Source: an optimization exercise on an open RTL-to-GDS flow (aim: small area). Production flows keep margins and buffers that such runs may drop. Function was checked by simulation only, so behaviour that the tests miss may differ from the original. Power is estimated from default activity; no workload was simulated.

// sce
module sce (
    input  wire        clk,
    input  wire        rst,           
    input  wire        strobe,        
    input  wire        bus_valid,
    input  wire        bus_write,
    input  wire [7:0]  bus_addr,
    input  wire [31:0] bus_wdata,
    output wire        bus_ready,
    output reg  [31:0] bus_rdata,
    output reg         bus_err,
    input  wire        ready_in,
    input  wire        fault_in,
    output wire [7:0]  pwm_a,
    output wire [7:0]  pwm_b,
    output wire [7:0]  pwm_c,
    output wire        en_a,
    output wire        en_b,
    output wire        en_c,
    output wire        drv_reset,
    output wire        drv_sleep,
    output wire        led_success,
    output wire        led_fault
);
==> flow/config.mk <==
export PLATFORM = sky130hd
export DESIGN_NAME = sce
export DESIGN_NICKNAME = sce
export VERILOG_FILES = /design/flow/design.v
export SDC_FILE = /design/flow/constraint.sdc
export NUM_CORES = 4
export LEC_CHECK = 0
export CAP_MARGIN = 20
export CORE_MARGIN = 2
export CORE_UTILIZATION = 40
export SLEW_MARGIN = 20
export SYNTH_MEMORY_MAX_BITS = 32768
==> flow/constraint.sdc <==
create_clock -name core_clock -period 18.0 [get_ports {clk}]
set_input_delay 3.6000 -clock core_clock [delete_from_list [all_inputs] [get_ports {clk}]]
set_output_delay 3.6000 -clock core_clock [all_outputs]
set_load 0.01 [all_outputs]
standard.sh (not shown) runs the stock make flow with config.mk's settings and CLKGATE_MAP_FILE= SYNTH_SCRIPT=/design/flow/synth_recipe.tcl, a recipe that flattens the netlist after the stock synthesis.
==> flow/flow/run.sh <==
#!/bin/bash
# Own layout flow: the standard flow (standard.sh, ORFS from synthesis to
# the final layout) with two changes on make's command line:
#   SYNTH_SCRIPT       flow/area_synth.tcl: the standard synthesis with
#                      Yosys's default ABC mapping (see that file);
#   BUFFER_PORTS_ARGS  the port buffers that ORFS puts on every input and
#                      output are sky130_fd_sc_hd__buf_1 cells;
#   CTS_ARGS           clock tree buffers from CTS_BUF (below), sinks
#                      clustered by CTS_CLUSTER, no dummy loads.
# Everything else (floorplan, tap cells, power grid, placement, CTS,
# routing, the settings in config.mk) is the standard flow's. make's output
# goes to flow.log here; each ORFS step logs under orfs/logs/.
set -euo pipefail
cd "$(dirname "${BASH_SOURCE[0]}")/.."
work=$PWD
CTS_BUF=${CTS_BUF:-sky130_fd_sc_hd__clkbuf_8}
CTS_CLUSTER=${CTS_CLUSTER:-}
cts="-sink_clustering_enable -repair_clock_nets -buf_list $CTS_BUF -dont_use_dummy_load"
if [[ -n $CTS_CLUSTER ]]; then cts="$cts -sink_clustering_size $CTS_CLUSTER"; fi
grep -q 'SYNTH_SCRIPT=' standard.sh
sed -e "s#SYNTH_SCRIPT=[^ ]*#SYNTH_SCRIPT=$work/flow/area_synth.tcl 'BUFFER_PORTS_ARGS=-buffer_cell sky130_fd_sc_hd__buf_1' 'CTS_ARGS=$cts'#" \
    standard.sh > own_standard.sh
bash own_standard.sh finish > flow.log 2>&1
test -s out/final.def
==> flow/flow/area_synth.tcl <==
# The standard synthesis (synth_recipe.tcl in the work folder, sourced
# unchanged) with one difference: the combinational logic is mapped with
# Yosys's default ABC script for liberty libraries, instead of ORFS's
# abc_speed.script with its buffering and up-sizing. The flip-flops are
# mapped by dfflibmap before this step, so every register keeps the name
# and cell type the standard synthesis gives it.
proc abc {args} {
  foreach opt {-script -D -constr} {
    set i [lsearch -exact $args $opt]
    if { $i >= 0 } {
      set args [lreplace $args $i [expr {$i + 1}]]
    }
  }
  log_cmd yosys abc {*}$args
}
source [file join [file dirname [file dirname [file normalize [info script]]]] synth_recipe.tcl]
The first run went through all stages and came out clean.
Edit:
==> flow/run.sh (new file) <==
#!/bin/bash
# synth_recipe.tcl (not shown) runs the flow's synth.tcl, then flattens the netlist and writes it again
# the make line also repeats each setting of config.mk as NAME=value (left out here)
make -C /OpenROAD-flow-scripts/flow DESIGN_CONFIG=/design/flow/config.mk WORK_HOME=/design/flow/orfs CLKGATE_MAP_FILE= SYNTH_SCRIPT=/design/flow/synth_recipe.tcl finish
CTS_BUF_LIST = sky130_fd_sc_hd__clkbuf_8   (was not set)
removed: flow/flow/run.sh
removed: flow/flow/area_synth.tcl
removed: flow/standard.sh
Core utilization stays flat. Clock skew shrinks by 0.018 ns. Total power shrinks by 29%. Synthesized area grows by 19%.

== alpha ==
Another version of the RTL of sce (not shown whole).
Size in the first run: roughly 1200 cells after synthesis, roughly 110 I/O pins.
clock: 18.0 ns
lec_check: 0
cap_margin: 0
core_margin: 2
core_utilization: 40
slew_margin: 0
synth_memory_max_bits: 32768
==> flow/flow/run.sh <==
#!/bin/bash
# Own layout flow: the standard flow (standard.sh, ORFS from synthesis to
# the final layout) with two changes on make's command line:
#   SYNTH_SCRIPT       flow/area_synth.tcl: the standard synthesis with
#                      Yosys's default ABC mapping (see that file);
#   BUFFER_PORTS_ARGS  the port buffers that ORFS puts on every input and
#                      output are sky130_fd_sc_hd__buf_1 cells;
#   CTS_ARGS           clock tree buffers from CTS_BUF (below), sinks
#                      clustered by CTS_CLUSTER, no dummy loads.
# Everything else (floorplan, tap cells, power grid, placement, CTS,
# routing, the settings in config.mk) is the standard flow's. make's output
# goes to flow.log here; each ORFS step logs under orfs/logs/.
set -euo pipefail
cd "$(dirname "${BASH_SOURCE[0]}")/.."
work=$PWD
CTS_BUF=${CTS_BUF:-sky130_fd_sc_hd__clkbuf_8}
CTS_CLUSTER=${CTS_CLUSTER:-}
CTS_ROOT=${CTS_ROOT:-}
cts="-sink_clustering_enable -repair_clock_nets -buf_list $CTS_BUF -dont_use_dummy_load"
if [[ -n $CTS_ROOT ]]; then cts="$cts -root_buf $CTS_ROOT"; fi
if [[ -n $CTS_CLUSTER ]]; then cts="$cts -sink_clustering_size $CTS_CLUSTER"; fi
grep -q 'SYNTH_SCRIPT=' standard.sh
sed -e "s#SYNTH_SCRIPT=[^ ]*#SYNTH_SCRIPT=$work/flow/area_synth.tcl 'BUFFER_PORTS_ARGS=-buffer_cell sky130_fd_sc_hd__buf_1' 'CTS_ARGS=$cts'#" \
    standard.sh > own_standard.sh
bash own_standard.sh finish > flow.log 2>&1
test -s out/final.def
Other scripts of this flow, unchanged in this note and not shown: flow/flow/abc_map.script, flow/flow/area_synth.tcl
The final layout from alpha, which completed every stage, passed the timing, DRC and antenna checks at the end of the flow.
The following lists how beta was set up differently from alpha:
Settings: swapping 40 for 60 in CORE_UTILIZATION; putting PLACE_DENSITY at 0.85 where nothing was set.
==> flow/flow/run.sh <==
#!/bin/bash
# Own layout flow: the standard flow (standard.sh, ORFS from synthesis to
# the final layout) with three changes on make's command line:
#   SYNTH_SCRIPT       flow/area_synth.tcl: the standard synthesis, with the
#                      combinational logic mapped for area (see that file);
#   BUFFER_PORTS_ARGS  the port buffers that ORFS puts on every input and
#                      output are sky130_fd_sc_hd__buf_1 cells;
#   CTS_ARGS           the clock tree is built from
#                      sky130_fd_sc_hd__clkbuf_8 cells, without dummy loads.
# Everything else (floorplan, tap cells, power grid, placement, CTS,
# routing, the settings in config.mk) is the standard flow's. make's output
# goes to flow.log here; each ORFS step logs under orfs/logs/.
set -euo pipefail
cd "$(dirname "${BASH_SOURCE[0]}")/.."
work=$PWD
cts="-sink_clustering_enable -repair_clock_nets -buf_list sky130_fd_sc_hd__clkbuf_8 -dont_use_dummy_load"
grep -q 'SYNTH_SCRIPT=' standard.sh
sed -e "s#SYNTH_SCRIPT=[^ ]*#SYNTH_SCRIPT=$work/flow/area_synth.tcl 'BUFFER_PORTS_ARGS=-buffer_cell sky130_fd_sc_hd__buf_1' 'CTS_ARGS=$cts'#" \
    standard.sh > own_standard.sh
bash own_standard.sh finish > flow.log 2>&1
test -s out/final.def
==> run notes <==
Share of power burned in the clock network delta for beta relative to alpha: 0.5 points lower
[compare] base=alpha new=beta: post-placement cell count fell 98; sequential share of cell area rose by 0.38 points.
Comparing setup slack for alpha and beta, the bigger number came from beta.
Clock period minus worst slack down 0.68 ns in beta wrt alpha
Count of inserted antenna diode cells came out exactly the same in alpha and beta.
alpha -> beta: cell area after layout decreased slightly
beta: via count higher than alpha
Portion of the clock cycle consumed by the worst path in the final layout (lower): beta

afterwards: timing with drivers on the ports:
No port has a modelled driver above. Below, the same layouts with a new extraction and two added sets of constraints. Step 1 assumes that a clkbuf_16 drives the clock port and a buf_2 every other input. Step 2 adds t to the input delays and takes it off the output delays; t is the mean of the earliest and latest rising clock arrival at the registers after step 1. Input paths then give back, and output paths get back, about the clock's delay inside the block. a / b / c = no drivers / after step 1 / after step 2; a / b = the first two.
run | t (ns) | slack for setup (ns) | hold slack, ns | worst data-port slew with drivers (ns)
the first run of note 1 | 0.480 | 8.928 / 8.905 / 8.905 | 0.518 / 0.518 / 0.518 | 0.04
the second run of note 1 | 0.496 | 7.564 / 7.541 / 7.541 | 0.475 / 0.475 / 0.475 | 0.05
alpha | 0.486 | 8.094 / 8.075 / 8.075 | 0.480 / 0.480 / 0.480 | 0.07
beta | 0.476 | 8.778 / 8.758 / 8.758 | 0.468 / 0.468 / 0.468 | 0.06
After both steps every run listed still meets setup and hold.
